Source: an optimization exercise on an open RTL-to-GDS flow (aim: small area, a short achievable clock period and few clock cycles per item). Production flows keep margins and buffers that such runs may drop.
Only simulation tests tie the RTL to the original design; equivalence was not proved.
Power and IR drop assume default switching activity.

Setup of indigo:
Design ate1_pixel_unit, start of the top module:
module ate1_pixel_unit (
    input  wire        clk,
    input  wire        rst,         
    input  wire        in_valid,
    output wire        in_ready,
    input  wire [3:0]  in_op,
    input  wire [63:0] in_d,
    input  wire [63:0] in_s,
    input  wire [16:0] in_t,
    output reg         out_valid,
    input  wire        out_ready,
    output reg  [63:0] out_p
);
export LEC_CHECK = 0
export CAP_MARGIN = 20
export CORE_MARGIN = 2
export CORE_UTILIZATION = 45
export CTS_CLUSTER_DIAMETER = 200
export CTS_CLUSTER_SIZE = 20
export SLEW_MARGIN = 20
export SYNTH_HIERARCHICAL = 1
create_clock -name core_clock -period 16.0 [get_ports {clk}]
standard.sh (not shown) runs the stock make flow with config.mk's settings and CLKGATE_MAP_FILE= SYNTH_SCRIPT=/design/flow/synth_recipe.tcl, a recipe that flattens the netlist after the stock synthesis.
==> flow/flow/run.sh <==
#!/bin/bash
# Standard layout (bash standard.sh) with two changes to how it is made:
# - timing repair aims to leave flow/setup_margin ns of setup slack, so it
#   works towards a shorter period than the 16 ns clock (the SDC is unchanged);
# - the port buffers that buffer_ports inserts are buf_1 cells.
# The make output goes to flow_make.log; ORFS's own logs are under orfs/logs.
set -euo pipefail
export SETUP_SLACK_MARGIN=$(cat flow/setup_margin)
export BUFFER_PORTS_ARGS="-buffer_cell sky130_fd_sc_hd__buf_1"
bash standard.sh > flow_make.log 2>&1
==> flow/flow/setup_margin <==
10.7
Looking at the reports, indigo completed the entire flow and the layout it produced met the timing, DRC and antenna checks.
Testbench counts of indigo, summed over its fixed seeds: cycles 42,153, items 32,000.
Changes in yarrow relative to indigo:
Settings: swapping 45 for 35 in CORE_UTILIZATION.
-- flow/flow/run.sh --
<<< indigo, line 5
# - the port buffers that buffer_ports inserts are buf_1 cells.
>>> yarrow, line 5
# - the port buffers that buffer_ports inserts are buf_2 cells.
<<< indigo, line 9
export BUFFER_PORTS_ARGS="-buffer_cell sky130_fd_sc_hd__buf_1"
>>> yarrow, line 9
export BUFFER_PORTS_ARGS="-buffer_cell sky130_fd_sc_hd__buf_2"
Results
Lower longest individual stage delay on the worst path was reported by yarrow, not indigo.
Sequential power: indigo vs yarrow, no meaningful difference
Looking at ratio of total power to cell area, yarrow sits about 1.1% below indigo.
yarrow vs indigo: estimated wirelength of the detail-placed design up by a few percent
The lower final instance area came out of indigo.
| global-route wire length before repair | lower: indigo |
yarrow gives less worst hold slack than indigo did.
The origin of the worst setup path comes out ir_last$_DFFE_PN_ in one run and p1_s[19]$_DFFE_PN_ in the other, namely in indigo and yarrow respectively.
Cmp indigo and yarrow / buffer and inverter count on the worst path / higher: yarrow
Relative to yarrow, the following input files were edited for ember:
Settings: an added GPL_ROUTABILITY_DRIVEN of 0; a change of CORE_UTILIZATION from 35 to 45.
-- flow/flow/run.sh --
<<< yarrow, line 5
# - the port buffers that buffer_ports inserts are buf_2 cells.
>>> ember, line 5
# - the port buffers that buffer_ports inserts are buf_1 cells.
<<< yarrow, line 9
export BUFFER_PORTS_ARGS="-buffer_cell sky130_fd_sc_hd__buf_2"
>>> ember, line 9
export BUFFER_PORTS_ARGS="-buffer_cell sky130_fd_sc_hd__buf_1"
==> flow/flow/setup_margin <==
10.8
==> results.txt <==
- Compared with yarrow, ember shows a lower finished layout cell area.
- Total of cells resized after clock tree synthesis ended up 37 higher on ember than on yarrow.
- Compared to yarrow, ember was floorplanned on a smaller die.
- ember against yarrow: number of fill cells in the layout went down; routed length on met1 went down; final critical-path share of the clock period went down.
- Relative to yarrow, the number of antenna violations at the first check in global routing measured on ember has decreased by more than 10%.
- Lower number of DRC markers after the initial detailed-route iteration goes to yarrow over ember.
- Of yarrow and ember, yarrow shows the higher area added between synthesis and finish, with ember below it.
- Delta (ember minus yarrow): critical path depth fell 12, worst hold slack has decreased.
For cedar, these inputs were changed with respect to ember:
Settings: TNS_END_PERCENT newly set to 50.
==> flow/flow/setup_margin <==
11.0
==> comparison <==
- Area fraction of clock buffers and clock inverters delta (ember -> cedar): insignificant
- Looking at the reports, cedar completed the entire flow and the layout it produced met the timing, DRC and antenna checks.
- Per the final summary, ember finished and its layout is clean on timing, DRC and antenna.
- Relative to ember, portion of total power attributed to the clock network has decreased by 0.2 points in cedar.
- cedar: endpoint required time on the critical path is 0.03 ns lower than what ember reported.
- When the final numbers for ember and cedar were put side by side, the design area turned out to be greater in cedar.
What sierra does differently from cedar at the input level:
Settings: removing GPL_ROUTABILITY_DRIVEN (formerly 0); removing TNS_END_PERCENT (formerly 50); changing CTS_CLUSTER_DIAMETER from 200 to 150.
==> flow/flow/setup_margin <==
10.8
==> results.txt <==
- First-pass GRT wire length in sierra is 1800 um lower than in cedar
- Cell area for sierra: 2800 um2 down relative to cedar
- Between cedar and sierra, the flow reports power decreasing by a few percent.
- When sierra is set beside cedar, its met2 wire length turns out to be 860 um smaller.
- Across both runs, critical path depth was lower for sierra than for cedar.

==> port drivers added, routing unchanged <==
In the flow no input, the clock included, has a driving cell. The finished layouts below were timed again as built, in two steps. Step 1 assumes that a clkbuf_16 drives the clock port and a buf_2 every other input. Step 2, shift: input delay + t, output delay - t, t = (earliest + latest rising clock arrival at the registers) / 2. This alone moves slack from input paths to output paths. Three values: no drivers, after step 1, after step 2; two values: the first two.
run | t, ns | setup WS [ns] | hold slack, ns
indigo | 0.750 | 10.758 / 10.673 / 10.029 | 0.422 / 0.422 / 0.422
yarrow | 0.766 | 10.734 / 10.717 / 9.955 | 0.416 / 0.416 / 0.416
ember | 0.750 | 10.852 / 10.803 / 10.117 | 0.399 / 0.399 / 0.399
cedar | 0.752 | 10.771 / 10.771 / 10.133 | 0.416 / 0.416 / 0.416
sierra | 0.742 | 10.764 / 10.764 / 10.103 | 0.415 / 0.415 / 0.415
After both steps setup and hold are still met in every run listed. The setup slack of yarrow, which loses most, moves by -0.017 ns with the drivers and by -0.779 ns with both steps.
